Source: an optimization exercise on an open RTL-to-GDS flow (aim: small area, a short achievable clock period and few clock cycles per item). Production flows keep margins and buffers that such runs may drop. Where RTL was checked, it was by simulation tests only, not by an equivalence proof against the original. Function not checked in runs 1 and 2: the RTL went through the layout flow alone. Power figures rest on the tool's default switching activity, not on a simulated workload.

==> design/flow/design.v <==
module hacodec (
    input  wire       clk,
    input  wire       rst,
    input  wire       in_valid,
    output wire       in_ready,
    input  wire [7:0] in_data,
    input  wire       in_last,
    output wire       out_valid,
    input  wire       out_ready,
    output wire [7:0] out_data,
    output wire       out_last
);
    function [7:0] bdec;               
        input [7:0] b;
        bdec = {1'b0, b[7:4], 3'b000} + {3'b000, b[7:4], 1'b0} + {4'd0, b[3:0]};
    endfunction
    function bok;
        input [7:0] b;
        bok = (b[7:4] <= 4'd9) && (b[3:0] <= 4'd9);
    endfunction
    function [7:0] benc;               
        input [7:0] v;
        case (v[6:0])
            7'd0 : benc = 8'h00;
            7'd1 : benc = 8'h01;
            7'd2 : benc = 8'h02;
            7'd3 : benc = 8'h03;
            7'd4 : benc = 8'h04;
            7'd5 : benc = 8'h05;
            7'd6 : benc = 8'h06;
            7'd7 : benc = 8'h07;
            7'd8 : benc = 8'h08;
            7'd9 : benc = 8'h09;
            7'd10: benc = 8'h10;
            7'd11: benc = 8'h11;
            7'd12: benc = 8'h12;
            7'd13: benc = 8'h13;
            7'd14: benc = 8'h14;
            7'd15: benc = 8'h15;
            7'd16: benc = 8'h16;
            7'd17: benc = 8'h17;
            7'd18: benc = 8'h18;
            7'd19: benc = 8'h19;
            7'd20: benc = 8'h20;
            7'd21: benc = 8'h21;
            7'd22: benc = 8'h22;
            7'd23: benc = 8'h23;
            7'd24: benc = 8'h24;
            7'd25: benc = 8'h25;
            7'd26: benc = 8'h26;
            7'd27: benc = 8'h27;
            7'd28: benc = 8'h28;
            7'd29: benc = 8'h29;
            7'd30: benc = 8'h30;
            7'd31: benc = 8'h31;
            7'd32: benc = 8'h32;
            7'd33: benc = 8'h33;
            7'd34: benc = 8'h34;
            7'd35: benc = 8'h35;
            7'd36: benc = 8'h36;
            7'd37: benc = 8'h37;
            7'd38: benc = 8'h38;
            7'd39: benc = 8'h39;
            7'd40: benc = 8'h40;
            7'd41: benc = 8'h41;
            7'd42: benc = 8'h42;
            7'd43: benc = 8'h43;
            7'd44: benc = 8'h44;
            7'd45: benc = 8'h45;
            7'd46: benc = 8'h46;
            7'd47: benc = 8'h47;
            7'd48: benc = 8'h48;
            7'd49: benc = 8'h49;
            7'd50: benc = 8'h50;
            7'd51: benc = 8'h51;
            7'd52: benc = 8'h52;
            7'd53: benc = 8'h53;
            7'd54: benc = 8'h54;
            7'd55: benc = 8'h55;
            7'd56: benc = 8'h56;
            7'd57: benc = 8'h57;
            7'd58: benc = 8'h58;
            7'd59: benc = 8'h59;
            7'd60: benc = 8'h60;
            7'd61: benc = 8'h61;
            7'd62: benc = 8'h62;
            7'd63: benc = 8'h63;
            7'd64: benc = 8'h64;
            7'd65: benc = 8'h65;
            7'd66: benc = 8'h66;
            7'd67: benc = 8'h67;
            7'd68: benc = 8'h68;
            7'd69: benc = 8'h69;
            7'd70: benc = 8'h70;
            7'd71: benc = 8'h71;
            7'd72: benc = 8'h72;
            7'd73: benc = 8'h73;
            7'd74: benc = 8'h74;
            7'd75: benc = 8'h75;
            7'd76: benc = 8'h76;
            7'd77: benc = 8'h77;
            7'd78: benc = 8'h78;
            7'd79: benc = 8'h79;
            7'd80: benc = 8'h80;
            7'd81: benc = 8'h81;
            7'd82: benc = 8'h82;
            7'd83: benc = 8'h83;
            7'd84: benc = 8'h84;
            7'd85: benc = 8'h85;
            7'd86: benc = 8'h86;
            7'd87: benc = 8'h87;
            7'd88: benc = 8'h88;
            7'd89: benc = 8'h89;
            7'd90: benc = 8'h90;
            7'd91: benc = 8'h91;
            7'd92: benc = 8'h92;
            7'd93: benc = 8'h93;
            7'd94: benc = 8'h94;
            7'd95: benc = 8'h95;
            7'd96: benc = 8'h96;
            7'd97: benc = 8'h97;
            7'd98: benc = 8'h98;
            7'd99: benc = 8'h99;
            default: benc = 8'hxx;
        endcase
    endfunction
    function [15:0] dstep;
        input [7:0] a;                 
        input [7:0] q;
        reg [7:0] a2;
        reg       ge;
        begin
            a2 = {a[6:0], q[7]};
            ge = (a2 >= 8'd100);
            dstep = {ge ? a2 - 8'd100 : a2, q[6:0], ge};
        end
    endfunction
    reg [79:0] Fv;                     
    reg [3:0]  flen;
    reg        fbin;                   
    reg        fatal;
    reg [2:0]  err;
    reg [79:0] Sv;                     
    reg        tx;                     
    reg        rdy;                    
    reg        ov, ol;
    reg [7:0]  od;
    reg [7:0]  X;                      
    reg        sd;                     
    reg [1:0]  hp;                     
    reg [3:0]  wp;                     
    reg [7:0]  rem;                    
    reg [2:0]  oph, opl;               
    reg        opf0;                   
    reg        bad, oe, eq39;
    reg [3:0]  nlen;
    reg        nfb;
    reg        cpend;                  
    reg        wst;                    
    reg [1:0]  hc;                     
    reg [2:0]  dc;                     
    wire [7:0] F [0:9];
    wire [7:0] S [0:9];
    genvar g;
    generate for (g = 0; g < 10; g = g + 1) begin : bytes
        assign F[g] = Fv[8*g +: 8];
        assign S[g] = Sv[8*g +: 8];
    end endgenerate
    assign in_ready  = rdy;
    assign out_valid = ov;
    assign out_data  = od;
    assign out_last  = ol;
    wire g0 = (oph == 3'd0);           
    wire g1 = (oph == 3'd1);           
    wire g2 = (oph == 3'd2);           
    wire g3 = (oph == 3'd3);           
    wire g4 = (oph == 3'd4);           
    wire o_bcddec = g0 & ~opl[0];
    wire o_bcdenc = g0 &  opl[0];
    wire o_adrenc = g1 & ~opl[0];
    wire o_adrdec = g1 &  opl[0];
    wire o_cmdenc = g2 & ~opl[0];
    wire o_cmddec = g2 &  opl[0];
    wire o_fbuild = g3 & (opl == 3'd0);
    wire o_fload  = g3 & (opl == 3'd1);
    wire o_enc    = g4 & ~opl[2] & ~opl[0];    
    wire o_dec2   = g4 & ~opl[2] &  opl[0];    
    wire o_put    = g4 &  opl[2] & ~opl[0];    
    wire o_get    = g4 &  opl[2] &  opl[0];    
    wire o_ts     = ~opl[1];                   
    wire o_enc16  = g4 & ~opl[0];
    reg i_known;
    always @(*) begin
        case (in_data)
            8'h00, 8'h01, 8'h10, 8'h11, 8'h20, 8'h21, 8'h30, 8'h31, 8'h32, 8'h33,
            8'h34, 8'h40, 8'h41, 8'h42, 8'h43, 8'h44, 8'h45, 8'h46, 8'h47, 8'hF0:
                i_known = 1'b1;
            default: i_known = 1'b0;
        endcase
    end
    wire [2:0] ih = in_data[6:4];
    wire [2:0] il = in_data[2:0];
    wire i_f0     = (in_data == 8'hF0);
    wire i_fparse = (ih == 3'd3) & (il == 3'd2);
    wire i_fread  = (ih == 3'd3) & (il == 3'd3);
    wire i_fclr   = (ih == 3'd3) & il[2];
    wire i_get    = (ih == 3'd4) & il[2] & il[0];
    wire i_tsget  = i_get & ~il[1];
    wire i_v16get = i_get &  il[1];
    wire i_len1   = (ih == 3'd3) & (il[2] | il[1]) | i_get | (ih == 3'd7);
    wire i_enc    = (ih == 3'd4) & ~il[2] & ~il[0];
    reg [7:0] i_rem;                   
    always @(*) begin
        case (ih)
            3'd0:             i_rem = 8'd1;
            3'd1:             i_rem = il[0] ? 8'd1 : 8'd2;
            3'd2:             i_rem = il[0] ? 8'd1 : 8'd3;
            3'd3:             i_rem = il[2] | il[1] ? 8'd0 : il[0] ? 8'd1 : 8'd2;
            3'd4:             i_rem = il[2] ? (il[0] ? 8'd0 : il[1] ? 8'd3 : 8'd7)
                                            : (il[1] ? 8'd2 : 8'd6);
            default:          i_rem = 8'd0;
        endcase
    end
    wire ok12 = bok(F[1]) & bok(F[2]);
    wire okF2 = fbin | ok12;
    wire okF6 = fbin | (ok12 & bok(F[3]) & bok(F[4]) & bok(F[5]) & bok(F[6]));
    wire first  = (hp == 2'd0);
    wire hdr    = (o_fload & hp == 2'd1) | (o_fbuild & hp == 2'd2);
    wire s_nok = o_bcddec | o_dec2;
    wire s_99  = o_bcdenc | (o_enc16 & wp[3:2] != 2'd0) | (o_enc16 & wp == 4'd3);
    wire s_39  = o_enc16 & (wp == 4'd1);
    wire s_15  = o_adrenc | (o_enc16 & (wp == 4'd2) & eq39);
    wire s_63  = o_cmdenc & (wp == 4'd2);
    wire s_9   = o_fbuild & (hp == 2'd2);
    wire s_fl  = o_fload & (hp == 2'd1);
    wire s_1   = o_cmdenc & ~wp[1];
    wire chk_oe = (s_nok & ~bok(in_data)) | (s_99 & (in_data > 8'd99)) |
                  (s_39 & (in_data > 8'd39)) | (s_15 & (in_data > 8'd15)) |
                  (s_63 & (in_data > 8'd63)) | (s_9 & (in_data > 8'd9)) |
                  (s_fl & ((in_data == 8'd0) | (in_data > 8'd10)));
    wire chk_bad = s_1 & (in_data > 8'd1);
    reg [2:0] code;                    
    always @(*) begin
        case (oph)
            3'd0:    code = opl[0] ? 3'd5 : 3'd3;
            3'd3:    code = opl[0] ? 3'd4 : 3'd2;
            3'd4:    code = (opl[0] & ~opl[2]) ? 3'd3 : 3'd5;
            default: code = 3'd1;
        endcase
    end
    wire       k7    = fatal & ~opf0;
    wire       badr  = bad | (~hdr & (rem != 8'd1));
    wire       n_bad = badr | chk_bad | (hdr & (in_data != 8'd0));
    wire       n_oe  = oe | chk_oe;
    wire [2:0] st_n  = k7 ? 3'd7 : n_bad ? 3'd6 : n_oe ? code : 3'd0;
    reg [2:0] st_1;
    always @(*) begin
        if (fatal & ~i_f0)                  st_1 = 3'd7;
        else if (~i_known | ~i_len1)        st_1 = 3'd6;
        else if (i_fparse)                  st_1 = (flen == 4'd0) ? 3'd4 : 3'd0;
        else if (i_tsget)                   st_1 = (flen < 4'd7) ? 3'd4 : okF6 ? 3'd0 : 3'd3;
        else if (i_v16get)                  st_1 = (flen < 4'd3) ? 3'd4 : okF2 ? 3'd0 : 3'd3;
        else                                st_1 = 3'd0;
    end
    wire [2:0] status = first ? st_1 : st_n;
    wire       res_ok = ~status[2] & (status[1] == status[0]);    
    reg [3:0] rl_n, rl_1;
    always @(*) begin
        case (oph)
            3'd0:    rl_n = 4'd1;
            3'd1:    rl_n = opl[0] ? 4'd2 : 4'd1;
            3'd2:    rl_n = opl[0] ? 4'd3 : 4'd1;
            3'd4:    rl_n = o_put ? 4'd0 : opl[1] ? 4'd2 : 4'd6;
            default: rl_n = 4'd0;
        endcase
        rl_1 = 4'd0;
        if (i_fparse | i_fread) rl_1 = flen + 4'd1;
        if (i_tsget)            rl_1 = 4'd6;
        if (i_v16get | (ih == 3'd7)) rl_1 = 4'd2;
    end
    wire [3:0] rl = first ? rl_1 : rl_n;
    wire [3:0] bp0 = first ? ((ih == 3'd3) ? 4'd0 : i_get ? 4'd2 : 4'd1)
                           : (o_enc ? 4'd2 : 4'd1);
    wire       i_frb = fbin & (i_fparse | i_fread);
    wire [7:0]  ha   = first ? F[1] : S[0];
    wire [7:0]  hb   = g3 | ~opl[2] ? S[1] : F[2];
    wire [15:0] hx   = {S[8], S[9]};
    wire [15:0] hn   = {hx[12:0], 3'd0} + {hx[14:0], 1'b0} +
                       {12'd0, (hc == 2'd2) ? hb[7:4] : hb[3:0]};
    wire        h0   = ~tx & (first | (o_dec2 & wp == 4'd1));
    wire [15:0] rv   = (o_get & fbin) ? {F[1], F[2]} : hx;
    wire        rhi  = opl[2] ? (wp == 4'd2) : (wp == 4'd1);
    wire [7:0]  rb   = rhi ? rv[15:8] : rv[7:0];
    wire       xsf = (g3 & ~(fbin & (wp == 4'd1 | wp == 4'd2))) | o_get;
    wire [7:0] xn  = xsf ? F[wp] : S[(g3 & wp == 4'd1) ? 4'd0 : wp];
    wire [7:0] Y  = sd ? S[0] : X;
    wire [7:0] dX = bdec(Y);
    wire [7:0] eX = benc(Y);
    reg [7:0] nb;                      
    always @(*) begin
        case (oph)
            3'd0: nb = opl[0] ? eX : dX;
            3'd1: nb = ~opl[0] ? {S[0][3:0], S[1][3:0]} :
                       (wp == 4'd1) ? {4'd0, S[0][7:4]} : {4'd0, S[0][3:0]};
            3'd2: nb = ~opl[0] ? {S[0][0], S[1][0], S[2][5:0]} :
                       (wp == 4'd1) ? {7'd0, S[0][7]} : (wp == 4'd2) ? {7'd0, S[0][6]} :
                       {2'd0, S[0][5:0]};
            3'd3: nb = opl[0] ? ((wp == 4'd0) ? {4'd0, flen} : (fbin & wp != 4'd1) ? eX : X)
                              : ((wp == 4'd0) ? F[0] : (wp == 4'd1) ? {4'd0, flen - 4'd1} :
                                 fbin ? eX : X);
            3'd4: nb = ~opl[0] ? eX :
                       opl[2] ? ((wp < 4'd4) ? rb : fbin ? X : dX)
                              : ((wp < 4'd3) ? rb : dX);
            default: nb = (wp == 4'd1) ? {fatal, 4'd0, err} : 8'h0A;
        endcase
    end
    wire [15:0] d1 = dstep(S[2], S[0]);
    wire [15:0] d2 = dstep(d1[15:8], d1[7:0]);
    wire acc  = in_valid & ~tx;
    wire last = acc & in_last;
    wire dgo  = acc & (first ? i_frb : o_enc & (wp == 4'd2));
    wire dact = (dc != 3'd0);
    wire [2:0] dc_n = dgo ? 3'd4 : first & acc ? 3'd0 : dact ? dc - 3'd1 : 3'd0;
    wire [1:0] hc_n = h0 ? 2'd2 : (hc != 2'd0) ? hc - 2'd1 : 2'd0;
    wire hwait = first ? ((ih == 3'd4) & il[2] & il[0] & ~fbin) : o_dec2 & (hc_n != 2'd0);
    wire [3:0] wi = (o_enc & wp == 4'd1) ? 4'd2 : (o_enc & wp == 4'd2) ? 4'd0 : wp;
    integer k;
    always @(posedge clk) begin
        for (k = 0; k < 10; k = k + 1)
            if (~tx & ~first & ~hdr & (wi == k))
                Sv[8*k +: 8] <= in_data;
        if (dact)
            {Sv[23:16], Sv[7:0]} <= d2;
        if (~tx & first)
            {Sv[23:16], Sv[7:0]} <= {F[1], F[2]};
        if (h0)
            {Sv[71:64], Sv[79:72]} <= {8'd0, bdec(ha)};
        else if (hc != 2'd0)
            {Sv[71:64], Sv[79:72]} <= hn;
        if (rst) begin
            tx    <= 1'b0;
            rdy   <= 1'b1;
            ov    <= 1'b0;
            hp    <= 2'd0;
            dc    <= 3'd0;
            hc    <= 2'd0;
            cpend <= 1'b0;
            wst   <= 1'b0;
            flen  <= 4'd0;
            fbin  <= 1'b0;
            fatal <= 1'b0;
            err   <= 3'd0;
        end else begin
            dc <= dc_n;
            hc <= hc_n;
            wst   <= 1'b0;
            cpend <= 1'b0;
            if (wst) begin
                if (od[2:0] != 3'd7) err <= od[2:0];
                if (od[2:0] == 3'd1) fatal <= 1'b1;
            end
            if (cpend & (od[2:0] == 3'd0)) begin
                Fv   <= Sv;
                flen <= nlen;
                fbin <= nfb;
            end
            if (~tx) begin
                od <= {5'd0, status};
                ol <= ~res_ok | (rl == 4'd0);
            end
            if (acc) begin
                eq39 <= (in_data == 8'd39);
                if (first) begin
                    oph  <= ih;
                    opl  <= il;
                    opf0 <= i_f0;
                    hp   <= 2'd1;
                    wp   <= {3'd0, i_enc};
                    bad  <= ~i_known;
                    oe   <= 1'b0;
                    rem  <= i_rem;
                end else begin
                    if (hp != 2'd3) hp <= hp + 2'd1;
                    if (~hdr & (wp != 4'd15)) wp <= wp + 4'd1;
                    bad <= bad | chk_bad | (rem == 8'd0);
                    oe  <= n_oe;
                    rem <= hdr ? in_data : rem - 8'd1;
                    if (s_fl) nlen <= in_data[3:0];
                    if (s_9)  nlen <= in_data[3:0] + 4'd1;
                end
            end
            if (last) begin
                tx  <= 1'b1;
                rdy <= 1'b0;
                ov  <= (dc_n == 3'd0) & ~hwait;
                rem <= {4'd0, rl};
                wp  <= bp0;
                sd  <= 1'b1;
                wst <= first ? ~i_f0 : ~opf0;
                if (first) begin
                    cpend <= i_fclr;
                    nlen  <= 4'd0;
                end else begin
                    cpend <= o_fload | o_fbuild | o_put;
                    nfb   <= o_put;
                    if (o_put) nlen <= o_ts ? 4'd7 : 4'd3;
                end
            end else if (tx) begin
                if (~ov) begin
                    if (g3 ? (dc_n[2:1] == 2'd0) : (dc_n == 3'd0) & (hc_n == 2'd0)) ov <= 1'b1;
                end else if (out_ready) begin
                    if (ol) begin
                        tx <= 1'b0;
                        rdy <= 1'b1;
                        ov <= 1'b0;
                        hp <= 2'd0;
                    end else begin
                        od  <= nb;
                        X   <= xn;
                        sd  <= 1'b0;
                        wp  <= wp + 4'd1;
                        rem <= rem - 8'd1;
                        ol  <= (rem == 8'd1);
                    end
                end
            end
        end
    end
endmodule
==> design/flow/flow/run.sh <==
#!/bin/bash
set -euo pipefail
bash standard.sh SETUP_SLACK_MARGIN=7 MATCH_CELL_FOOTPRINT=0 \
  "BUFFER_PORTS_ARGS=-buffer_cell sky130_fd_sc_hd__buf_4" finish > flow_standard.log 2>&1
==> design/flow/standard.sh <==
#!/bin/bash
# synth_recipe.tcl (not shown) runs the flow's synth.tcl, then flattens the netlist and writes it again
# the make line also repeats each setting of config.mk as NAME=value (left out here)
make -C /OpenROAD-flow-scripts/flow DESIGN_CONFIG=/design/flow/config.mk WORK_HOME=/design/flow/orfs CLKGATE_MAP_FILE= SYNTH_SCRIPT=/design/flow/synth_recipe.tcl "${@:-finish}"
==> design/flow/config.mk <==
export PLATFORM = sky130hd
export DESIGN_NAME = hacodec
export DESIGN_NICKNAME = hacodec
export VERILOG_FILES = /design/flow/design.v
export SDC_FILE = /design/flow/constraint.sdc
export NUM_CORES = 4
export LEC_CHECK = 0
export ABC_CLOCK_PERIOD_IN_PS = 4000
export CAP_MARGIN = 20
export CORE_MARGIN = 2
export CORE_UTILIZATION = 40
export SETUP_SLACK_MARGIN = 5
export SLEW_MARGIN = 20
==> design/flow/constraint.sdc <==
create_clock -name core_clock -period 10.0 [get_ports {clk}]
set_input_delay 2.0000 -clock core_clock [delete_from_list [all_inputs] [get_ports {clk}]]
set_output_delay 2.0000 -clock core_clock [all_outputs]
set_load 0.01 [all_outputs]
==> results of run 1 <==
==> synthesized netlist by cell type (42+ instances only) <==
library cell,number,area [um2]
nand3_1,46,230
mux2i_1,49,490
nand2_1,129,484
clkbuf_1,81,304
inv_1,50,188
nor3_1,42,210
ha_1,66,826
nor2_1,138,518
edfxtp_1,197,5920
o21ai_0,93,465
a21oi_1,102,510
a22oi_1,48,360
==> worst paths after layout <==
path                            slack (ns)  cells after the start      to   start
worst max-delay path                  6.39                     15  Sv[71]  oph[2]
worst min-delay path                  0.45                      0  Fv[61]  Sv[61]
worst max register to register        6.39                     15  Sv[71]  oph[2]
worst min register to register        0.45                      0  Fv[61]  Sv[61]
==> cell families (layout without fill, tap and decap cells) <==
logic type,Yosys count,in the layout,synth area share (%)
simple gates,495,497,16.2
compound gates,492,492,22.4
flops,226,226,43.4
buf+inv,155,274,4.01
fa+ha+maj,73,73,6.38
mux,73,73,5.61
xor+xnor,33,33,1.93
==> sequential cells by signal, indices dropped and copies added (netlist names), 3 cells and up <==
signal and flops:
X 8, od 8, Fv 80, oph 3, flen 4, nlen 4, wp 4, opl 3
dc 3, err 3, Sv 80, rem 8
==> layer usage <==
layer | vias up | track usage (%) | share of wire (%)
li1 | 6179 | - | -
met1 | 7016 | 42.6 | 39
met2 | 1006 | 48.1 | 44
met3 | 218 | 6.39 | 11
met4 | 2 | 14.4 | 5.4
met5 | - | 0 | 0.029
==> what timing repair did <==
action,CTS,global route
pin swaps,53,70
buffers inserted,77,36
setup endpoints to repair,195,116
gates resized for setup,148,89
hold endpoints to repair,0,0
gates cloned,5,3
==> worst max-delay path, cell delays in order (launching register included) <==
cell,delay [ns]
edfxtp_1,0.44
inv_4,0.10
nand3_4,0.11
nand2_4,0.09
mux4_2,0.57
inv_2,0.08
fa_1,0.43
inv_2,0.11
ha_4,0.20
a21o_1,0.18
a211o_1,0.30
o221ai_2,0.22
o21ai_2,0.10
o41a_1,0.34
xnor2_1,0.14
a21oi_1,0.08
==> through the flow <==
step / setup slack (ns) / utilization [%] / std cells / cell area [um2] / total power (uW)
finish: 6.39 / 50.8 / 2136 / 18600 / 3410
global route: 6.29 / 50.8 / 2136 / 18600 / 3540
CTS: 6.36 / 48.9 / 2097 / 18000 / 3280
detailed placement: 5.45 / 43.1 / 1970 / 15800 / 2250
global placement: 5.59 / 43.1 / 1970 / 15800 / 2230
floorplan: 6.04 / - / 1547 / 15400 / 1920
==> power groups by stage <==
| stage | logic, uW | clock network, uW | registers, uW |
|---|---|---|---|
| 2_1_floorplan | 753 | 0 | 1160 |
| 3_3_place_gp | 983 | 0 | 1250 |
| 3_5_place_dp | 995 | 0 | 1250 |
| 4_1_cts | 1150 | 917 | 1210 |
| 5_1_grt | 1370 | 950 | 1220 |
| 6_report | 1280 | 915 | 1220 |
==> area by class of cell <==
type                            instances  share of cell area (%)
Clock buffer                           34                    3.71
Inverter                               52                    1.21
Tap cell                              468                    3.14
Sequential cell                       226                    34.9
Clock inverter                         11                   0.497
Timing Repair Buffer                  177                    9.32
Multi-Input combinational cell       1168                    47.2
==> metrics.cfg, run 1 <==
[pwr]
switching_share_pct = 37.1
power_density_mw_per_mm2 = 183
pwr-share-comb_pct = 37.5
max-vdd-ir-drop_v = 0.000321
p_sw_uw = 1260
power.clock.fraction_pct = 26.8
p_int_uw = 2150
power.share.sequential_pct = 35.7
leakage_uw = 0.00680

[synth]
ys_ff_latch = 226
synth_nets = 1632
postSynth.topFlopCell = edfxtp_1
yosysUniqueCellTypes = 84
yosysSeqAreaShare_pct = 43.4
netlist_area_mm2 = 0.0150
ys.warnings.count = 1
avgSynthCellArea_um2 = 9.68
synthArstFlopShare_pct = 0
synthCells = 1547
synth_edf_count = 197

[clock_tree]
numCtsBuffers = 25
root_buffer = clkbuf_16
cts.clk_slew.worst_paths_ns = 0.06
cts_num_sinks = 226
holdBufCountCts = 0
cts_max_level = 1
clk-insertion-delay-late_ns = 0.57
cts_tree = yes
ctsLongestPathBuffers = 3

[floorplanning]
row_count = 70
num_io_pins = 24
core_area_mm2 = 0.0367
chipHeight_um = 197
die-area_mm2 = 0.0390
chipWidth_um = 197
start_util_pct = 40.8

[sta]
whs_ns = 0.446
fin_tns_setup_ns = 0
tightest_slew_ns = 1.02
finalHoldViolCount = 0
post-route-period-util_pct = 36.1
setup-violations-final = 0
relSlewSlack_pct = 30.8
min_period_ns = 3.61
drv_slew = 0
timing.fmax_mhz = 277
rsz0062_at_grt = yes
skew_ns = 0.0174

[final_layout]
nFillCells = 3308
mostFrequentLayoutCells = 197 x edfxtp_1, 129 x buf_4, 120 x nor2_1, 120 x nand2_1, 86 x a21oi_1
diodes = 0
area_growth_pct = 24.5
seqCellArea_mm2 = 0.00650
layout-drive-gt1-share_pct = 25.1
multiInputGateArea_mm2 = 0.00881
fin_nets = 1735
layout_commonest_cell = edfxtp_1

[setup_path]
crit_arrival_ns = 4.06
setup.worst_path.class = reg -> reg
crit_fanout = 2
cp.required_ns = 10.45
cp-start-kind = flip-flop
worst_setup_path_end_kind = flip-flop

[grt]
track_usage_pct = 31.4
grt_max_degree = 41
grt_pass1_vias = 13500
grt_pass1_wl_mm = 90.2
antenna_found_initial = 1
grt_remaining_overflow = 0

[status]
status = complete, no violations

[placement]
port-buffer-count = 23
gp_congestion = 0.993
post-dp-hpwl_mm = 42.0

[min_path]
hold_path.class = reg -> reg

[detailed_routing]
route.detailed.drc = 0
drt_iter0_markers = 2194
drt_pass1_iterations = 6
vias = 14400
wl_mm = 62.9
drt-wirelength-per-cell_um = 29.4
antenna_left = 0
via_per_inst = 6.75

[flow_run]
maxCapViolCount = 0

==> run 2: changes to the inputs <==
--- a/design/flow/config.mk
+++ b/design/flow/config.mk
@@ -9,5 +9,6 @@
 export CAP_MARGIN = 20
 export CORE_MARGIN = 2
 export CORE_UTILIZATION = 40
+export CTS_BUF_LIST = sky130_fd_sc_hd__clkbuf_4 sky130_fd_sc_hd__clkbuf_8
 export SETUP_SLACK_MARGIN = 5
 export SLEW_MARGIN = 20
==> run 2 against run 1 <==
Net effect:
- critical path depth unchanged
- hold slack lost 0.0046 ns
- largest power group unchanged
- maximum frequency shrank 0.51%
- non-clock buffer count up 3
- combinational power is essentially flat
- sequential share of layout area shrank 0.14 points
- clock skew grew 0.020 ns
- highest routed layer is now met4
- largest cell class unchanged
- sequential cell count unchanged
- power fell by 0.28%
==> metrics.cfg, run 2 <==
[status]
status = complete, no violations

[pwr]
pwr-share-comb_pct = 37.7  ; +0.2 points
max-vdd-ir-drop_v = 0.000312  ; -2.7%
switching_share_pct = 37.6  ; +0.53 points
power_density_mw_per_mm2 = 182  ; -0.67%
leakage_uw = 0.00686  ; +0.89%
power.share.sequential_pct = 35.7  ; about the same
power.clock.fraction_pct = 26.6  ; -0.2 points
p_int_uw = 2120  ; -1.1%
p_sw_uw = 1280  ; +1.1%

[setup_path]
cp-start-kind = flip-flop
max_stage_delay_ns = 0.57  ; about the same
cp_common_cell = inv_2
crit_arrival_ns = 4.09  ; +0.03 ns
worst_setup_path_end_kind = flip-flop
crit_slowest_cell = mux4_2
cp.required_ns = 10.47  ; +0.02 ns
setup.worst_path.class = reg -> reg
worstPathCellList = inv_4 -> nand3_4 -> nand2_4 -> mux4_2 -> inv_2 -> fa_1 -> inv_2 -> ha_4 -> a21o_1 -> a211o_1 -> o221ai_2 -> o21ai_2 -> o41a_1 -> xnor2_1 -> a21oi_1
crit_fanout = 2  ; unchanged

[sta]
fin_tns_setup_ns = 0  ; unchanged
relSlewSlack_pct = 37.4  ; +6.6 points
timing.fmax_mhz = 276  ; -0.51%
drv_slew = 0  ; unchanged
post-route-period-util_pct = 36.3  ; +0.18 points
skew_ns = 0.0370  ; +0.0196 ns
finalHoldViolCount = 0  ; unchanged
min_period_ns = 3.63  ; +0.0184 ns
tightest_slew_ns = 0.935  ; -0.0885 ns
rsz0062_at_grt = yes
setup-violations-final = 0  ; unchanged

[detailed_routing]
drt_pass1_iterations = 6  ; unchanged
wl_mm = 63.2  ; +0.53%
vias = 14500  ; +0.46%
drt-wirelength-per-cell_um = 29.2  ; -0.73%
drt_iter0_markers = 2202  ; +0.36%
via_per_inst = 6.70  ; -0.80%
route.detailed.drc = 0  ; unchanged
antenna_left = 0  ; unchanged

[synth]
ys_ff_latch = 226  ; unchanged
synthCells = 1547  ; unchanged
synthArstFlopShare_pct = 0  ; unchanged
ys_top_cells_by_area = edfxtp_1 40%, ha_1 5.5%, dfxtp_1 3.9%
yosysTopAreaCell = edfxtp_1
synth_common_cells = 197 x edfxtp_1, 138 x nor2_1, 129 x nand2_1
synth_nets = 1632  ; unchanged
synth_edf_count = 197  ; unchanged
ys.warnings.count = 1  ; unchanged
postSynth.topFlopCell = edfxtp_1
synth.top_cell.area_share_pct = 39.5  ; unchanged
yosysMostFrequentCell = edfxtp_1
yosysSeqAreaShare_pct = 43.4  ; unchanged
avgSynthCellArea_um2 = 9.68  ; unchanged
netlist_area_mm2 = 0.0150  ; unchanged
yosysUniqueCellTypes = 84  ; unchanged

[final_layout]
post-route-util_pct = 51.0  ; +0.20 points
mostFrequentLayoutCells = 197 x edfxtp_1, 133 x buf_4, 122 x nor2_1
largestRegisters = Fv x80, Sv x80
multiInputGateArea_mm2 = 0.00882  ; +0.11%
fin_nets = 1752  ; +0.98%
layout-drive-gt1-share_pct = 26.0  ; +0.84 points
layout_commonest_cell = edfxtp_1
diodes = 0  ; unchanged
area_growth_pct = 25.0
seqCellArea_mm2 = 0.00650  ; unchanged
nFillCells = 3314  ; +0.18%

[grt]
grt_pass1_vias = 13600  ; +0.74%
grt_pass1_wl_mm = 90.0  ; -0.22%
grt_max_degree = 41  ; unchanged
antenna_found_initial = 0  ; -1
grt_remaining_overflow = 0  ; unchanged
track_usage_pct = 31.4  ; about the same

[clock_tree]
cts_num_sinks = 226  ; unchanged
ctsLongestPathBuffers = 3  ; unchanged
clk-insertion-delay-late_ns = 0.60  ; +0.03 ns
cts_max_level = 2  ; +1
cts.clk_slew.worst_paths_ns = 0.06  ; about the same
numCtsBuffers = 40  ; +60%
holdBufCountCts = 0  ; unchanged
cts_tree = yes
root_buffer = clkbuf_8

[floorplanning]
chipHeight_um = 197  ; unchanged
start_util_pct = 40.8  ; unchanged
die-area_mm2 = 0.0390  ; unchanged
num_io_pins = 24  ; unchanged
chipWidth_um = 197  ; unchanged
core_area_mm2 = 0.0367  ; unchanged
row_count = 70  ; unchanged

[min_path]
hold_path.class = reg -> reg

[placement]
port-buffer-count = 23  ; unchanged
post-dp-hpwl_mm = 42.0  ; unchanged
gp_congestion = 0.993  ; unchanged

[flow_run]
maxCapViolCount = 0  ; unchanged

==> run 2: changes by cell type in the layout (fill, tap and decap cells not counted), moves of 3 or more <==
cell       before  now
buf_4         129  133
buf_8           6    2
clkbuf_1        7    0
clkbuf_16      32    7
clkbuf_4        2   15
clkbuf_8        1   41
clkinv_1        3    7
ha_2            6    3
inv_4           4    1
==> run 2: kinds of logic after synthesis <==
kind of cell    after synthesis  synth area share (%)
xor+xnor                     33                  1.93
compound gates              492                  22.4
mux                          73                  5.61
buf+inv                     155                  4.01
fa+ha+maj                    73                  6.38
flops                       226                  43.4
simple gates                495                  16.2
==> run 2: cell type report <==
type / count / area share (%)
clock buffer: 54 / 3.54
clock inverter: 16 / 0.756
inverter: 52 / 1.25
multi-input combinational: 1167 / 47.1
sequential: 226 / 34.7
tap: 468 / 3.13
timing repair buffer: 180 / 9.47
==> run 2: power groups by stage <==
stage	Clock, uW	Sequential, uW	Combinational [uW]
CTS	906	1210	1150
finish	903	1220	1280
detailed placement	0	1250	995
floorplan	0	1160	753
global placement	0	1250	983
global route	947	1220	1370
==> run 2: critical path, delay by kind of cell (launching register included) <==
kind / cells / cell delay, ns
flops: 1 / 0.44
compound gates: 6 / 1.21
buf+inv: 3 / 0.28
mux: 1 / 0.57
fa+ha+maj: 2 / 0.65
simple gates: 2 / 0.20
xor+xnor: 1 / 0.16
==> run 2: layer usage <==
layer,track usage (%),vias up,share of wire [%]
li1,-,6223,-
met2,47.8,1020,44
met4,14.9,0,5.1
met5,0,-,0
met3,7.43,215,12
met1,42.1,7029,39
==> run 2: worst paths after layout <==
kind,from,endpoint,slack [ns],cells past startpoint
max,oph[2],Sv[71],6.37,15
min,Sv[60],Fv[60],0.44,0
max reg2reg,oph[2],Sv[71],6.37,15
min reg2reg,Sv[60],Fv[60],0.44,0
==> run 2: what timing repair did <==
item / in CTS / in global routing
buffers inserted: 69 / 46
pin swaps: 34 / 71
cloned: 4 / 4
resized for setup: 139 / 92
setup endpoints to repair: 194 / 95
==> run 2: through the flow <==
stage	setup WS [ns]	area (um2)	total power, uW	instances	hold slack (ns)
detailed placement	5.45	15800	2250	1970	0.435
floorplan	6.04	15400	1920	1547	0.420
global placement	5.59	15800	2230	1970	0.432
CTS	6.41	17800	3260	2113	0.445
finish	6.37	18700	3400	2163	0.442
global route	6.28	18700	3530	2163	0.460
==> run 3: changes to the inputs <==
--- a/design/flow/design.v
+++ b/design/flow/design.v
@@ -327,7 +327,7 @@
     integer k;
     always @(posedge clk) begin
         for (k = 0; k < 10; k = k + 1)
-            if (~tx & ~first & ~hdr & (wi == k))
+            if (acc & ~first & ~hdr & (wi == k))
                 Sv[8*k +: 8] <= in_data;
         if (dact)
             {Sv[23:16], Sv[7:0]} <= d2;
==> design/flow/flow/run.sh (replaced) <==
#!/bin/bash
set -euo pipefail
bash standard.sh SETUP_SLACK_MARGIN=6 finish > flow_standard.log 2>&1
--- a/design/flow/config.mk
+++ b/design/flow/config.mk
@@ -9,6 +9,5 @@
 export CAP_MARGIN = 20
 export CORE_MARGIN = 2
 export CORE_UTILIZATION = 40
-export CTS_BUF_LIST = sky130_fd_sc_hd__clkbuf_4 sky130_fd_sc_hd__clkbuf_8
 export SETUP_SLACK_MARGIN = 5
 export SLEW_MARGIN = 20
==> run 3 against run 2 <==
Net effect:
- largest cell class unchanged
- via count shrank 1.8%
- final cell count decreased by 0.32%
- critical path depth is 8 lower
- clock power rose by 11%
- global-route usage down 1.1 points
- wire length down 3.1%
- setup slack worse by 0.28 ns
- die area rose by 1.7%
- power rose by 3.3%
- maximum frequency shrank 7.3%
==> metrics.cfg, run 3 <==
[status]
status = complete, no violations

[final_layout]
largestRegisters = Fv x80, Sv x80
layout-drive-gt1-share_pct = 14.9  ; -11 points
stdcell_count = 2156  ; -0.32%
fin_area_mm2 = 0.0178  ; -4.7%
fin_nets = 1707  ; -2.6%
area_growth_pct = 17.0
layout_commonest_cell = edfxtp_1
mostFrequentLayoutCells = 197 x edfxtp_1, 153 x nor2_1, 120 x nand2_1

[setup_path]
r2r-start = wp[1]
cp.required_ns = 10.31  ; -0.16 ns
r2r_cells = 9  ; -6
critPathLaunch = out_ready
crit_fanout = 18  ; +16
cp-start-kind = primary input
setup.worst_path.class = in -> reg
crit_arrival_ns = 4.23  ; +0.14 ns
worst_setup_path_end_kind = flip-flop

[detailed_routing]
route.detailed.drc = 0  ; unchanged
drt-wirelength-per-cell_um = 28.4  ; -2.8%
wl_mm = 61.3  ; -3.1%
drt_pass1_iterations = 6  ; unchanged
via_per_inst = 6.60  ; -1.5%
drt_iter0_markers = 2036  ; -7.5%
antenna_left = 0  ; unchanged
vias = 14200  ; -1.8%

[placement]
gp_congestion = 0.981  ; -1.1%
port-buffer-count = 23  ; unchanged
placed_cell_area_mm2 = 0.0160  ; +1.2%
post-dp-hpwl_mm = 41.1  ; -2.0%
placed_cells = 2050  ; +4.1%

[synth]
synth_edf_count = 197  ; unchanged
ys_top_cells_by_area = edfxtp_1 39%, ha_1 5.5%, mux2i_1 4.0%
post_synth_and_or_nand_nor_area_fraction_pct = 16.4  ; +0.14 points
yosysMostFrequentCell = edfxtp_1
synth_mux_area_share_pct = 6.71  ; +1.1 points
yosysTopAreaCell = edfxtp_1
ys.warnings.count = 1  ; unchanged
ys_ff_latch = 226  ; unchanged
synth_common_cells = 197 x edfxtp_1, 158 x nor2_1, 122 x nand2_1
netlist_area_mm2 = 0.0152  ; +1.8%
avgSynthCellArea_um2 = 9.63  ; -0.47%
synthCells = 1582  ; +2.3%
synthArstFlopShare_pct = 0  ; unchanged
postSynth.topFlopCell = edfxtp_1
synth.top_cell.area_share_pct = 38.8  ; -0.69 points
synth-compound-area-share_pct = 21.9  ; -0.55 points
synth-adder-area-share_pct = 6.36  ; -0.030 points
yosysSeqAreaShare_pct = 42.6  ; -0.76 points
synthXorXnorAreaFrac_pct = 1.84  ; -0.091 points
synth_nets = 1668  ; +2.2%
synth_top_family_by_area = compound AO/OA/AOI/OAI gates
yosysUniqueCellTypes = 90  ; +7.1%

[floorplanning]
row_count = 71  ; +1.4%
die-area_mm2 = 0.0397  ; +1.7%
chipHeight_um = 199  ; +0.87%
start_util_pct = 40.6  ; -0.25 points
core_area_mm2 = 0.0376  ; +2.4%
num_io_pins = 24  ; unchanged
chipWidth_um = 199  ; +0.87%

[pwr]
switching_share_pct = 37.6  ; about the same
power_uw = 3510  ; +3.3%
leakage_uw = 0.00646  ; -5.8%
power.share.sequential_pct = 36.1  ; +0.4 points
p_sw_uw = 1320  ; +3.3%
power_density_mw_per_mm2 = 197  ; +8.4%
pwr-share-comb_pct = 35.3  ; -2.4 points
power.clock.fraction_pct = 28.6  ; +2.0 points
p_int_uw = 2190  ; +3.2%
max-vdd-ir-drop_v = 0.000128  ; -59%

[sta]
rsz0062_at_grt = yes
min_period_ns = 3.91  ; +0.285 ns
finalHoldViolCount = 0  ; unchanged
timing.fmax_mhz = 256  ; -7.3%
tightest_slew_ns = 1.01  ; +0.0790 ns
fin_tns_setup_ns = 0  ; unchanged
relSlewSlack_pct = 31.8  ; -5.6 points
whs_ns = 0.442  ; +0.000331 ns
post-route-period-util_pct = 39.1  ; +2.8 points
setup-violations-final = 0  ; unchanged
skew_ns = 0.0165  ; -0.0205 ns
drv_slew = 0  ; unchanged

[clock_tree]
numCtsBuffers = 27  ; -33%
clk-insertion-delay-late_ns = 0.58  ; -0.02 ns
ctsLongestPathBuffers = 3  ; unchanged
cts.clk_slew.worst_paths_ns = 0.06  ; about the same
cts_tree = yes
cts_num_sinks = 226  ; unchanged
cts_max_level = 1  ; -1
root_buffer = clkbuf_16

[min_path]
hold_path.class = reg -> reg
hold_path_depth = 0  ; unchanged
hp-start = Sv[59]

[grt]
grt_remaining_overflow = 0  ; unchanged
grt_pass1_wl_mm = 88.5  ; -1.8%
track_usage_pct = 30.3  ; -1.1 points
grt_pass1_vias = 13200  ; -2.5%
antenna_found_initial = 4  ; +4
grt_max_degree = 81  ; +98%

[flow_run]
maxCapViolCount = 0  ; unchanged

-- run 3: changes by cell type after synthesis, moves of 9 or more --
cell	previous run	this run
a21oi_1	102	115
a221oi_1	19	9
a22oi_1	48	31
mux2i_1	49	61
nor2_1	138	158
o211ai_1	16	25
o21ai_0	93	109
-- run 3: cell type report --
class | instances | area [um2]
Fill cell | 3527 | 19800
Tap cell | 511 | 639
Antenna cell | 3 | 7.51
Inverter | 53 | 229
Clock inverter | 12 | 139
Sequential cell | 226 | 6500
Clock buffer | 38 | 747
Multi-Input combinational cell | 1199 | 8410
Timing Repair Buffer | 114 | 1160
-- run 3: logic make-up (layout without fill, tap and decap cells) --
kind of cell	after synthesis	in the layout
multiplexers	89	89
flip-flops	226	226
other	0	3
buffers and inverters	158	217
AO/OA/AOI/OAI	499	499
adder cells (fa/ha/maj)	74	74
AND/OR/NAND/NOR	504	505
XOR/XNOR	32	32
-- run 3: what timing repair did --
| action | 4_1_cts | 5_1_grt |
|---|---|---|
| endpoints found under the hold margin | 0 | 0 |
| pin swaps | 13 | 17 |
| gates cloned | 4 | 3 |
| setup buffers | 21 | 24 |
| endpoints found under the setup margin | 72 | 74 |
| hold buffers | 0 | 0 |
| resized for setup | 68 | 41 |
-- run 3: routing by layer --
| metal | up-vias | share of wire (%) | GRT usage (%) |
|---|---|---|---|
| li1 | 6156 | - | - |
| met1 | 6953 | 41 | 41.8 |
| met2 | 912 | 43 | 45.7 |
| met3 | 202 | 11 | 6.55 |
| met4 | 2 | 5.2 | 12.9 |
| met5 | - | 0.013 | 0 |
-- run 3: critical path, stage by stage --
cell and delay [ns]:
clkdlybuf4s50_1 0.54, and4b_4 0.47, o41ai_1 0.13, a221o_1 0.31, a2111o_1 0.30, o31ai_1 0.35, a21oi_1 0.12
-- run 3: final timing paths --
path              endpoint  slack (ns)
setup / recovery     od[1]        6.09
hold / removal      Fv[59]        0.44
setup reg to reg     od[0]        6.12
hold reg to reg     Fv[59]        0.44
-- run 3: stage by stage --
| stage | util, % | setup slack [ns] |
|---|---|---|
| 2_1_floorplan | - | 6.02 |
| 3_3_place_gp | 42.6 | 4.95 |
| 3_5_place_dp | 42.6 | 4.86 |
| 4_1_cts | 46.4 | 5.97 |
| 5_1_grt | 47.4 | 5.97 |
| 6_report | 47.4 | 6.09 |
-- run 3: power by group through the flow --
stage	clock, uW	combinational [uW]	sequential, uW
2_1_floorplan	0	836	1190
3_3_place_gp	0	1110	1280
4_1_cts	1010	1170	1260
3_5_place_dp	0	1120	1280
5_1_grt	1040	1350	1270
6_report	1000	1240	1270
Testbench counts of run 3, summed over its fixed seeds: cycles 251,380, requests 32,000.
==> run 4: changes to the inputs <==
--- a/design/flow/design.v
+++ b/design/flow/design.v
@@ -158,6 +158,8 @@
     reg        cpend;                  
     reg        wst;                    
     reg [1:0]  hc;                     
+    reg        hf;                     
+    reg        rok;                    
     reg [2:0]  dc;                     
     wire [7:0] F [0:9];
     wire [7:0] S [0:9];
@@ -282,12 +284,15 @@
     wire [3:0] bp0 = first ? ((ih == 3'd3) ? 4'd0 : i_get ? 4'd2 : 4'd1)
                            : (o_enc ? 4'd2 : 4'd1);
     wire       i_frb = fbin & (i_fparse | i_fread);
-    wire [7:0]  ha   = first ? F[1] : S[0];
-    wire [7:0]  hb   = g3 | ~opl[2] ? S[1] : F[2];
+    wire        hd   = ~tx & ~first & o_dec2 & (wp == 4'd1);
+    wire        hg   = ~tx & first & in_valid & (ih == 3'd4) & il[2] & il[0] & ~fbin & ~rok;
+    wire        hbg  = tx & ~o_dec2 & ~o_get & ~cpend & ~rok & ~fbin & (hc == 2'd0);
+    wire        h0   = hd | hg | hbg;
+    wire [7:0]  ha   = hd ? S[0] : F[1];
+    wire [7:0]  hb   = hf ? F[2] : S[1];
     wire [15:0] hx   = {S[8], S[9]};
     wire [15:0] hn   = {hx[12:0], 3'd0} + {hx[14:0], 1'b0} +
                        {12'd0, (hc == 2'd2) ? hb[7:4] : hb[3:0]};
-    wire        h0   = ~tx & (first | (o_dec2 & wp == 4'd1));
     wire [15:0] rv   = (o_get & fbin) ? {F[1], F[2]} : hx;
     wire        rhi  = opl[2] ? (wp == 4'd2) : (wp == 4'd1);
     wire [7:0]  rb   = rhi ? rv[15:8] : rv[7:0];
@@ -322,12 +327,12 @@
     wire dact = (dc != 3'd0);
     wire [2:0] dc_n = dgo ? 3'd4 : first & acc ? 3'd0 : dact ? dc - 3'd1 : 3'd0;
     wire [1:0] hc_n = h0 ? 2'd2 : (hc != 2'd0) ? hc - 2'd1 : 2'd0;
-    wire hwait = first ? ((ih == 3'd4) & il[2] & il[0] & ~fbin) : o_dec2 & (hc_n != 2'd0);
+    wire hwait = first ? hg : o_dec2 & (hc_n != 2'd0);
     wire [3:0] wi = (o_enc & wp == 4'd1) ? 4'd2 : (o_enc & wp == 4'd2) ? 4'd0 : wp;
     integer k;
     always @(posedge clk) begin
         for (k = 0; k < 10; k = k + 1)
-            if (acc & ~first & ~hdr & (wi == k))
+            if (~tx & ~first & ~hdr & (wi == k))
                 Sv[8*k +: 8] <= in_data;
         if (dact)
             {Sv[23:16], Sv[7:0]} <= d2;
@@ -344,6 +349,7 @@
             hp    <= 2'd0;
             dc    <= 3'd0;
             hc    <= 2'd0;
+            rok   <= 1'b0;
             cpend <= 1'b0;
             wst   <= 1'b0;
             flen  <= 4'd0;
@@ -353,6 +359,12 @@
         end else begin
             dc <= dc_n;
             hc <= hc_n;
+            if (h0) hf <= ~hd;
+            if ((cpend & (od[2:0] == 3'd0)) | hd |
+                (~tx & ~first & ~hdr & (wi[3:1] == 3'd4)))
+                rok <= 1'b0;
+            else if (hf & (hc == 2'd1))
+                rok <= 1'b1;
             wst   <= 1'b0;
             cpend <= 1'b0;
             if (wst) begin
==> design/flow/flow/run.sh (replaced) <==
#!/bin/bash
set -euo pipefail
bash standard.sh SETUP_SLACK_MARGIN=6 MATCH_CELL_FOOTPRINT=0 \
  "BUFFER_PORTS_ARGS=-buffer_cell sky130_fd_sc_hd__buf_4" finish > flow_standard.log 2>&1
--- a/design/flow/config.mk
+++ b/design/flow/config.mk
@@ -8,6 +8,6 @@
 export ABC_CLOCK_PERIOD_IN_PS = 4000
 export CAP_MARGIN = 20
 export CORE_MARGIN = 2
-export CORE_UTILIZATION = 40
+export CORE_UTILIZATION = 60
 export SETUP_SLACK_MARGIN = 5
 export SLEW_MARGIN = 20
==> run 4 against run 3 <==
Net effect:
- final cell count shrank 11%
- largest cell class unchanged
- clock power shrank 8%
- setup slack lost 0.047 ns
- wire length shrank 7.9%
==> metrics.cfg, run 4 <==
[grt]
grt_pass1_wl_mm = 82.4  ; -6.8%
antenna_found_initial = 1  ; -3
grt_remaining_overflow = 0  ; unchanged
track_usage_pct = 42.0  ; +12 points
grt_max_degree = 81  ; unchanged
grt_pass1_vias = 13000  ; -2.0%

[synth]
ys_ff_latch = 228  ; +0.88%
yosysMostFrequentCell = edfxtp_1
yosysTopAreaCell = edfxtp_1
synthArstFlopShare_pct = 0  ; unchanged
synth_mux_area_share_pct = 6.70  ; -0.0083 points
post_synth_and_or_nand_nor_area_fraction_pct = 15.6  ; -0.77 points
synth_top_family_by_area = compound AO/OA/AOI/OAI gates
synthXorXnorAreaFrac_pct = 2.04  ; +0.20 points
synth.top_cell.area_share_pct = 39.6  ; +0.73 points
postSynth.topFlopCell = edfxtp_1
yosysUniqueCellTypes = 88  ; -2.2%
netlist_area_mm2 = 0.0150  ; -1.3%
synth_common_cells = 198 x edfxtp_1, 165 x nor2_1, 139 x nand2_1
yosysSeqAreaShare_pct = 43.5  ; +0.91 points
synth_nets = 1644  ; -1.4%
synthCells = 1558  ; -1.5%
synth_edf_count = 198  ; +0.51%
avgSynthCellArea_um2 = 9.65  ; +0.17%
synth-adder-area-share_pct = 6.44  ; +0.087 points
ys.warnings.count = 1  ; unchanged
synth-compound-area-share_pct = 22.0  ; +0.12 points
ys_top_cells_by_area = edfxtp_1 40%, ha_1 5.6%, nor2_1 4.1%

[detailed_routing]
drt-wirelength-per-cell_um = 29.3  ; +3.2%
route.detailed.drc = 0  ; unchanged
wl_mm = 56.4  ; -7.9%
vias = 14200  ; -0.30%
drt_iter0_markers = 2604  ; +28%
via_per_inst = 7.37  ; +12%
drt_pass1_iterations = 8  ; +2
antenna_left = 0  ; unchanged

[sta]
relSlewSlack_pct = 29.3  ; -2.5 points
skew_ns = 0.0346  ; +0.0181 ns
rsz0062_at_grt = yes
tightest_slew_ns = 1.06  ; +0.0446 ns
timing.fmax_mhz = 252  ; -1.2%
min_period_ns = 3.96  ; +0.0473 ns
post-route-period-util_pct = 39.6  ; +0.47 points
fin_tns_setup_ns = 0  ; unchanged
drv_slew = 0  ; unchanged
setup_slack_ns = 6.04  ; -0.0473 ns
finalHoldViolCount = 0  ; unchanged
setup-violations-final = 0  ; unchanged

[placement]
port-buffer-count = 23  ; unchanged
placed_cell_area_mm2 = 0.0156  ; -2.8%
place_ws_ns = 5.18  ; +0.322 ns
post-dp-hpwl_mm = 39.6  ; -3.8%
placed_cells = 1845  ; -10%
gp_congestion = 1.05  ; +6.6%

[setup_path]
crit_fanout = 8  ; -10
r2r-start = Sv[6]
cp-start-kind = flip-flop
worst_setup_path_end_kind = flip-flop
critPathLaunch = Sv[6]
cp.required_ns = 10.28  ; -0.03 ns
regToRegSetupSlack_ns = 6.04  ; -0.08 ns
setup.worst_path.class = reg -> reg
crit_arrival_ns = 4.24  ; about the same

[clock_tree]
cts.clk_slew.worst_paths_ns = 0.07  ; about the same
cts_num_sinks = 228  ; +0.88%
numCtsBuffers = 26  ; -3.7%
cts_tree = yes
holdBufCountCts = 0  ; unchanged
clk-insertion-delay-late_ns = 0.58  ; about the same
cts_max_level = 1  ; unchanged
ctsLongestPathBuffers = 3  ; unchanged
root_buffer = clkbuf_16

[pwr]
p_int_uw = 1920  ; -12%
power_density_mw_per_mm2 = 179  ; -9.2%
max-vdd-ir-drop_v = 0.000167  ; +30%
power.share.sequential_pct = 40.7  ; +4.6 points
leakage_uw = 0.00602  ; -6.8%
p_sw_uw = 1080  ; -19%
power.clock.fraction_pct = 30.8  ; +2.2 points
switching_share_pct = 35.9  ; -1.8 points
pwr-share-comb_pct = 28.5  ; -6.8 points
power_uw = 3000  ; -15%

[floorplanning]
die-area_mm2 = 0.0263  ; -34%
row_count = 57  ; -20%
start_util_pct = 61.5  ; +21 points
num_io_pins = 24  ; unchanged
core_area_mm2 = 0.0245  ; -35%
chipWidth_um = 162  ; -19%
chipHeight_um = 162  ; -19%

[final_layout]
nFillCells = 1942  ; -45%
area_growth_pct = 11.6
layout-drive-gt1-share_pct = 12.6  ; -2.2 points
layout_commonest_cell = edfxtp_1
stdcell_count = 1924  ; -11%
mostFrequentLayoutCells = 198 x edfxtp_1, 163 x nor2_1, 138 x nand2_1
largestRegisters = Fv x80, Sv x80
fin_area_mm2 = 0.0168  ; -5.9%
fin_nets = 1664  ; -2.5%

[flow_run]
maxCapViolCount = 0  ; unchanged

[min_path]
hp-start = Sv[40]
hold_path.class = reg -> reg

[status]
status = complete, no violations

==> run 4: cell count changes after synthesis, moves of 6 or more <==
| cell | previous run | this run |
|---|---|---|
| a32oi_1 | 10 | 4 |
| or3_1 | 17 | 7 |
| a221oi_1 | 9 | 16 |
| nand3_1 | 44 | 32 |
| buf_2 | 16 | 3 |
| o211ai_1 | 25 | 18 |
| clkbuf_1 | 73 | 82 |
| o2111ai_1 | 5 | 12 |
| nor2b_1 | 21 | 13 |
| nand2_1 | 122 | 139 |
| nor2_1 | 158 | 165 |
==> run 4: path summary, 6_finish.rpt <==
path,end,cells past startpoint
max,od[5],11
min,Fv[40],0
max reg2reg,od[5],11
min reg2reg,Fv[40],0
==> run 4: metrics by stage <==
step / util, % / hold slack (ns)
2_1_floorplan: - / 0.424
3_3_place_gp: 63.6 / 0.429
3_5_place_dp: 63.6 / 0.434
4_1_cts: 67.7 / 0.434
5_1_grt: 68.5 / 0.444
6_report: 68.6 / 0.435
==> run 4: critical path, stage by stage (launching register included) <==
cell and delay, ns:
edfxtp_1 0.69, mux2i_2 0.59, fa_1 0.52, inv_1 0.12, ha_1 0.25, a21o_1 0.15
a21oi_1 0.21, xnor2_1 0.16, a222oi_1 0.36, and2_1 0.19, a211oi_1 0.05, o311a_1 0.39
==> run 4: logic make-up after synthesis <==
family	after synthesis
AOI/OAI and AO/OA	496
and+or+nand+nor	492
DFF	228
buffers and inverters	144
muxes	89
adders and majority gates	74
xor gates and xnor gates	35
==> run 4: layout make-up <==
| type | count | area, um2 | area share, % |
|---|---|---|---|
| antenna | 2 | 5.00 | 0.0298 |
| clock buffer | 32 | 693 | 4.13 |
| clock inverter | 16 | 124 | 0.739 |
| inverter | 51 | 203 | 1.21 |
| multi-input combinational | 1186 | 8110 | 48.4 |
| sequential | 228 | 6550 | 39.0 |
| tap | 324 | 405 | 2.42 |
| timing repair buffer | 85 | 681 | 4.06 |
==> run 4: per-layer routing <==
metal	global-route usage (%)	part of all wire [%]	routed length, um
met5	0	0	0
met4	16.3	4.7	2630
met3	13.7	16	8920
met2	60.4	42	23600
met1	59.0	38	21300
==> run 4: repair_timing <==
| action | in CTS | in global routing |
|---|---|---|
| setup endpoints to repair | 17 | 18 |
| pin swaps | 1 | 2 |
| buffers inserted | 15 | 13 |
| resized for setup | 16 | 17 |
==> run 4: power by group through the flow <==
stage          Clock [uW]  Combinational (uW)  Sequential [uW]
4_1_cts               913                 803             1210
5_1_grt               950                 909             1220
6_report              923                 856             1220
2_1_floorplan           0                 572             1170
3_3_place_gp            0                 772             1230
3_5_place_dp            0                 784             1230
Testbench counts of run 4, summed over its fixed seeds: cycles 248,721, requests 32,000.
==> run 5: changes to the inputs <==
--- a/design/flow/config.mk
+++ b/design/flow/config.mk
@@ -8,6 +8,6 @@
 export ABC_CLOCK_PERIOD_IN_PS = 4000
 export CAP_MARGIN = 20
 export CORE_MARGIN = 2
-export CORE_UTILIZATION = 60
+export CORE_UTILIZATION = 40
 export SETUP_SLACK_MARGIN = 5
 export SLEW_MARGIN = 20
==> run 5 against run 4 <==
Net effect:
- critical path depth shrank 4
- via count shrank 2.8%
- largest cell class unchanged
- clock power shrank 3.8%
- cell area grew 0.98%
- critical endpoint is now od[1]
- maximum frequency grew 0.25%
==> metrics.cfg, run 5 <==
[synth]
synthArstFlopShare_pct = 0  ; unchanged
synth_common_cells = 198 x edfxtp_1, 165 x nor2_1, 139 x nand2_1
netlist_area_mm2 = 0.0150  ; unchanged
avgSynthCellArea_um2 = 9.65  ; unchanged
synth.top_cell.area_share_pct = 39.6  ; unchanged
ys.warnings.count = 1  ; unchanged
yosysSeqAreaShare_pct = 43.5  ; unchanged
yosysTopAreaCell = edfxtp_1
postSynth.topFlopCell = edfxtp_1
synth_nets = 1644  ; unchanged
yosysUniqueCellTypes = 88  ; unchanged
yosysMostFrequentCell = edfxtp_1
synth_edf_count = 198  ; unchanged
ys_ff_latch = 228  ; unchanged
ys_top_cells_by_area = edfxtp_1 40%, ha_1 5.6%, nor2_1 4.1%
synthCells = 1558  ; unchanged

[floorplanning]
chipHeight_um = 198  ; +22%
start_util_pct = 40.3  ; -21 points
num_io_pins = 24  ; unchanged
chipWidth_um = 198  ; +22%
row_count = 71  ; +25%
die-area_mm2 = 0.0392  ; +49%
core_area_mm2 = 0.0373  ; +53%

[detailed_routing]
drt_iter0_markers = 2115  ; -19%
vias = 13800  ; -2.8%
wl_mm = 58.3  ; +3.5%
drt_pass1_iterations = 9  ; +1
drt-wirelength-per-cell_um = 28.2  ; -3.8%
antenna_left = 0  ; unchanged
via_per_inst = 6.66  ; -9.6%
route.detailed.drc = 0  ; unchanged

[clock_tree]
root_buffer = clkbuf_16
cts.clk_slew.worst_paths_ns = 0.06  ; about the same
cts_num_sinks = 228  ; unchanged
cts_max_level = 1  ; unchanged
ctsLongestPathBuffers = 3  ; unchanged
numCtsBuffers = 25  ; -3.8%
cts_tree = yes
clk-insertion-delay-late_ns = 0.57  ; about the same

[grt]
grt_pass1_wl_mm = 85.7  ; +4.0%
grt_remaining_overflow = 0  ; unchanged
grt_max_degree = 81  ; unchanged
track_usage_pct = 29.5  ; -13 points
antenna_found_initial = 1  ; unchanged
grt_pass1_vias = 12900  ; -0.98%

[sta]
fin_tns_setup_ns = 0  ; unchanged
min_period_ns = 3.95  ; -0.00979 ns
post-route-period-util_pct = 39.5  ; -0.098 points
skew_ns = 0.0143  ; -0.0203 ns
finalHoldViolCount = 0  ; unchanged
relSlewSlack_pct = 25.2  ; -4.1 points
timing.fmax_mhz = 253  ; +0.25%
rsz0062_at_grt = yes
drv_slew = 0  ; unchanged
setup-violations-final = 0  ; unchanged
tightest_slew_ns = 1.12  ; +0.0638 ns

[setup_path]
r2r-start = opl[0]
r2r_cells = 9  ; -2
worst_setup_path_end_kind = flip-flop
critPathLaunch = in_data[5]
cp.required_ns = 10.36  ; +0.08 ns
crit_arrival_ns = 4.31  ; +0.07 ns
cp-start-kind = primary input
setup.worst_path.class = in -> reg
crit_fanout = 26  ; +18

[pwr]
power_density_mw_per_mm2 = 176  ; -1.7%
max-vdd-ir-drop_v = 0.000121  ; -27%
leakage_uw = 0.00600  ; -0.42%

[placement]
placed_cell_area_mm2 = 0.0158  ; +1.4%
port-buffer-count = 23  ; unchanged
post-dp-hpwl_mm = 42.0  ; +6.1%
gp_congestion = 0.957  ; -8.5%

[final_layout]
fin_nets = 1666  ; +0.12%
layout-drive-gt1-share_pct = 12.6  ; -0.047 points
largestRegisters = Fv x80, Sv x80
layout_commonest_cell = edfxtp_1
area_growth_pct = 12.6
mostFrequentLayoutCells = 198 x edfxtp_1, 162 x nor2_1, 138 x nand2_1
diodes = 0  ; -2
fin_area_mm2 = 0.0169  ; +0.98%

[status]
status = complete, no violations

[min_path]
hp-start = Sv[48]
hold_path.class = reg -> reg
hold_path_depth = 0  ; unchanged

[flow_run]
maxCapViolCount = 0  ; unchanged

==> run 5: cell counts after synthesis <==
Identical to the previous run, type by type.
==> run 5: worst max-delay path, cell delays in order <==
cell and delay [ns]:
buf_4 0.22, nor3b_1 0.42, nand3_1 0.28, a2111oi_1 0.67, or3_1 0.25, o31ai_4 0.10, a222oi_1 0.35
==> run 5: cell families (layout without fill, tap and decap cells) <==
kind of cell / count (synthesis) / count (layout) / synth area share [%]
AOI/OAI and AO/OA: 496 / 496 / 22.0
adders and majority gates: 74 / 74 / 6.44
xor gates and xnor gates: 35 / 35 / 2.04
buffers and inverters: 144 / 182 / 3.65
and+or+nand+nor: 492 / 492 / 15.6
DFF: 228 / 228 / 43.5
muxes: 89 / 89 / 6.70
==> run 5: path summary, 6_finish.rpt <==
path / end / slack (ns)
worst max-delay path: od[1] / 6.05
worst min-delay path: Fv[48] / 0.44
worst max register to register: Sv[64] / 6.13
worst min register to register: Fv[48] / 0.44
==> run 5: through the flow <==
step           power (uW)  hold WS [ns]  instances  setup WS, ns  utilization (%)
6_report             2980         0.439       2070          6.05             45.4
3_3_place_gp         2050         0.427       1999          5.25             42.3
3_5_place_dp         2050         0.433       2000          5.17             42.3
4_1_cts              2940         0.441       2056          5.98             44.9
2_1_floorplan        1740         0.424       1558          5.95                -
5_1_grt              3090         0.455       2070          5.96             45.4
==> run 5: layout make-up <==
type,count,area (um2)
Sequential cell,228,6550
Tap cell,474,593
Inverter,51,209
Fill cell,3606,20400
Clock inverter,13,96.3
Multi-Input combinational cell,1186,8150
Timing Repair Buffer,88,683
Clock buffer,30,654
==> run 5: timing repair <==
item | CTS | global route
setup endpoints to repair | 18 | 16
hold buffers | 0 | 0
resized for setup | 24 | 20
pin swaps | 1 | 4
setup buffers | 13 | 14
==> run 5: where the power goes <==
part           total (uW)  internal [uW]  switching (uW)
registers            1210           1100             107
logic                 878            324             554
clock network         888            490             398
total                2980           1920            1060
==> run 5: layer usage <==
| layer | global-route usage, % | wire, um |
|---|---|---|
| met4 | 10.6 | 2350 |
| met3 | 5.21 | 6390 |
| met1 | 41.5 | 24000 |
| met2 | 45.4 | 25600 |
| met5 | 0 | 11 |
==> run 6: changes to the inputs <==
--- a/design/flow/config.mk
+++ b/design/flow/config.mk
@@ -9,5 +9,7 @@
 export CAP_MARGIN = 20
 export CORE_MARGIN = 2
 export CORE_UTILIZATION = 40
+export CTS_CLUSTER_DIAMETER = 100
+export CTS_CLUSTER_SIZE = 20
 export SETUP_SLACK_MARGIN = 5
 export SLEW_MARGIN = 20
==> run 6 against run 5 <==
Net effect:
- sequential cell count unchanged
- count of clock-buffer cells in the layout decreased by 8
- via count decreased by 0.25%
- largest cell class unchanged
- register-to-register slack got worse by 0.03 ns
- hold slack improved by 0.012 ns
- still clean on timing, DRC and antenna
- sequential power about the same
==> metrics.cfg, run 6 <==
[synth]
yosysUniqueCellTypes = 88  ; unchanged
synthCells = 1558  ; unchanged
synth_edf_count = 198  ; unchanged
ys_top_cells_by_area = edfxtp_1 40%, ha_1 5.6%, nor2_1 4.1%
postSynth.topFlopCell = edfxtp_1
synthArstFlopShare_pct = 0  ; unchanged
yosysMostFrequentCell = edfxtp_1
netlist_area_mm2 = 0.0150  ; unchanged
avgSynthCellArea_um2 = 9.65  ; unchanged
ys_ff_latch = 228  ; unchanged
synth_common_cells = 198 x edfxtp_1, 165 x nor2_1, 139 x nand2_1

[setup_path]
regToRegSetupSlack_ns = 6.10  ; -0.03 ns
cp.required_ns = 10.32  ; -0.04 ns
crit_slowest_cell = or4_1
setup.worst_path.class = in -> reg
cp-start-kind = primary input
worstPathCellList = buf_8 -> clkinvlp_4 -> buf_4 -> ha_1 -> or4_1 -> o211ai_1 -> o2111ai_2 -> nand2_2 -> or3_1 -> o31ai_4 -> a222oi_1
worst_setup_path_end_kind = flip-flop
reg2reg_to = Sv[64]
crit_fanout = 20  ; -23%
r2r_cells = 9  ; unchanged

[min_path]
hold_path.class = reg -> reg
hp-start = Sv[26]
holdPathEnd = Fv[26]
hold_path_depth = 0  ; unchanged

[pwr]
leakage_uw = 0.00587  ; -2.1%
max-vdd-ir-drop_v = 0.0000958  ; -21%
power_density_mw_per_mm2 = 163  ; -7.0%

[detailed_routing]
wl_met1_mm = 24.5  ; +2.0%
wl_met2_mm = 25.6  ; +0.24%
met3_length_mm = 5.97  ; -6.6%
top_layer_used = met4
wl_mm = 58.3  ; about the same
drt-wirelength-per-cell_um = 28.4  ; +0.71%
drt_pass1_iterations = 7  ; -2
drt_iter0_markers = 2119  ; +0.19%
route.detailed.drc = 0  ; unchanged

[final_layout]
mostFrequentLayoutCells = 198 x edfxtp_1, 161 x nor2_1, 137 x nand2_1
largestRegisters = Fv x80, Sv x80
layout_commonest_cell = edfxtp_1
nFillCells = 3633  ; +0.75%
fin_nets = 1658  ; -0.48%
layout-drive-gt1-share_pct = 12.3  ; -0.26 points

[sta]
drv_slew = 0  ; unchanged
finalHoldViolCount = 0  ; unchanged
relSlewSlack_pct = 34.6  ; +9.4 points
min_period_ns = 3.90  ; -0.0547 ns
setup-violations-final = 0  ; unchanged
tightest_slew_ns = 0.957  ; -0.166 ns
fin_tns_setup_ns = 0  ; unchanged
skew_ns = 0.0152  ; +0.000891 ns

[floorplanning]
chipHeight_um = 198  ; unchanged
core_area_mm2 = 0.0373  ; unchanged
die-area_mm2 = 0.0392  ; unchanged
num_io_pins = 24  ; unchanged
start_util_pct = 40.3  ; unchanged
chipWidth_um = 198  ; unchanged

[grt]
grt_pass1_vias = 12700  ; -1.5%
antenna_found_initial = 1  ; unchanged
track_usage_pct = 29.4  ; -0.047 points
grt_pass1_wl_mm = 85.5  ; -0.30%

[clock_tree]
holdBufCountCts = 0  ; unchanged
cts_num_sinks = 228  ; unchanged
ctsLongestPathBuffers = 3  ; unchanged
clk-insertion-delay-late_ns = 0.52  ; -0.05 ns
cts_max_level = 1  ; unchanged
numCtsBuffers = 15  ; -40%

[status]
status = complete, no violations

[flow_run]
maxCapViolCount = 0  ; unchanged

[placement]
port-buffer-count = 23  ; unchanged
post-dp-hpwl_mm = 42.0  ; unchanged

run 6: cell counts after synthesis:
Identical to the previous run, type by type.
run 6: final cells by class:
type | instances | area [um2] | share of cell area (%)
diodes | 1 | 2.50 | 0.0150
clock buffers | 22 | 412 | 2.46
clock inverters | 4 | 23.8 | 0.142
inverters | 51 | 209 | 1.25
multi-input cells | 1186 | 8190 | 49.0
flip-flops and latches | 228 | 6550 | 39.2
well taps | 474 | 593 | 3.55
repair buffers | 90 | 729 | 4.37
run 6: logic make-up (layout without fill, tap and decap cells):
family / after synthesis / count (layout) / synth area share, %
buf+inv: 144 / 167 / 3.65
fa+ha+maj: 74 / 74 / 6.44
mux: 89 / 89 / 6.70
simple gates: 492 / 492 / 15.6
other cells: 0 / 1 / 0
compound gates: 496 / 496 / 22.0
flops: 228 / 228 / 43.5
xor+xnor: 35 / 35 / 2.04
run 6: worst max-delay path, delay by kind of cell:
kind	cells	cell delay, ns
adder cells (fa/ha/maj)	1	0.22
AND/OR/NAND/NOR	3	0.73
AO/OA/AOI/OAI	4	0.74
buffers and inverters	3	0.51
run 6: worst max path at each step:
stage               start      to  slack (ns)  cells past startpoint
2_1_floorplan  in_data[4]      ol        5.95                      9
3_3_place_gp   in_data[0]      ol        5.25                     11
3_5_place_dp        wp[1]  Sv[78]        5.17                     11
4_1_cts             wp[1]  Sv[78]        5.96                     12
5_1_grt                sd   od[3]        5.99                     13
6_report       in_data[0]   od[1]        6.10                     11
run 6: what timing repair did:
item | 4_1_cts | 5_1_grt
setup endpoints to repair | 18 | 15
gates resized for setup | 29 | 25
gates cloned | 0 | 0
pin swaps | 1 | 7
buffers inserted | 12 | 16
run 6: layer usage:
metal / track usage (%) / up-vias
li1: - / 5995
met1: 42.5 / 6794
met2: 44.9 / 826
met3: 4.39 / 139
met4: 10.4 / 0
met5: 0 / -
run 6: where the power goes:
part | internal [uW] | leakage, uW | switching (uW) | total (uW)
clock | 292 | 0.000214 | 346 | 638
combinational | 325 | 0.00359 | 558 | 883
sequential | 1100 | 0.00207 | 108 | 1210
total | 1720 | 0.00587 | 1010 | 2730
run 6: through the flow:
step / total power, uW / worst slack [ns] / instance area (um2) / hold slack, ns / instances
2_1_floorplan: 1740 / 5.95 / 15100 / 0.424 / 1558
3_3_place_gp: 2050 / 5.25 / 15800 / 0.427 / 1999
3_5_place_dp: 2050 / 5.17 / 15800 / 0.433 / 2000
4_1_cts: 2690 / 5.96 / 16500 / 0.452 / 2038
5_1_grt: 2830 / 5.99 / 16700 / 0.461 / 2055
6_report: 2730 / 6.10 / 16700 / 0.451 / 2056

Re-timed with assumed drivers on the ports (clkbuf_16 on the clock, buf_2 on other inputs), run 6 has 6.101 ns of setup slack against 6.104 ns with ideal ports, and 5.539 ns once port delays also move by the mid clock arrival of 0.562 ns.
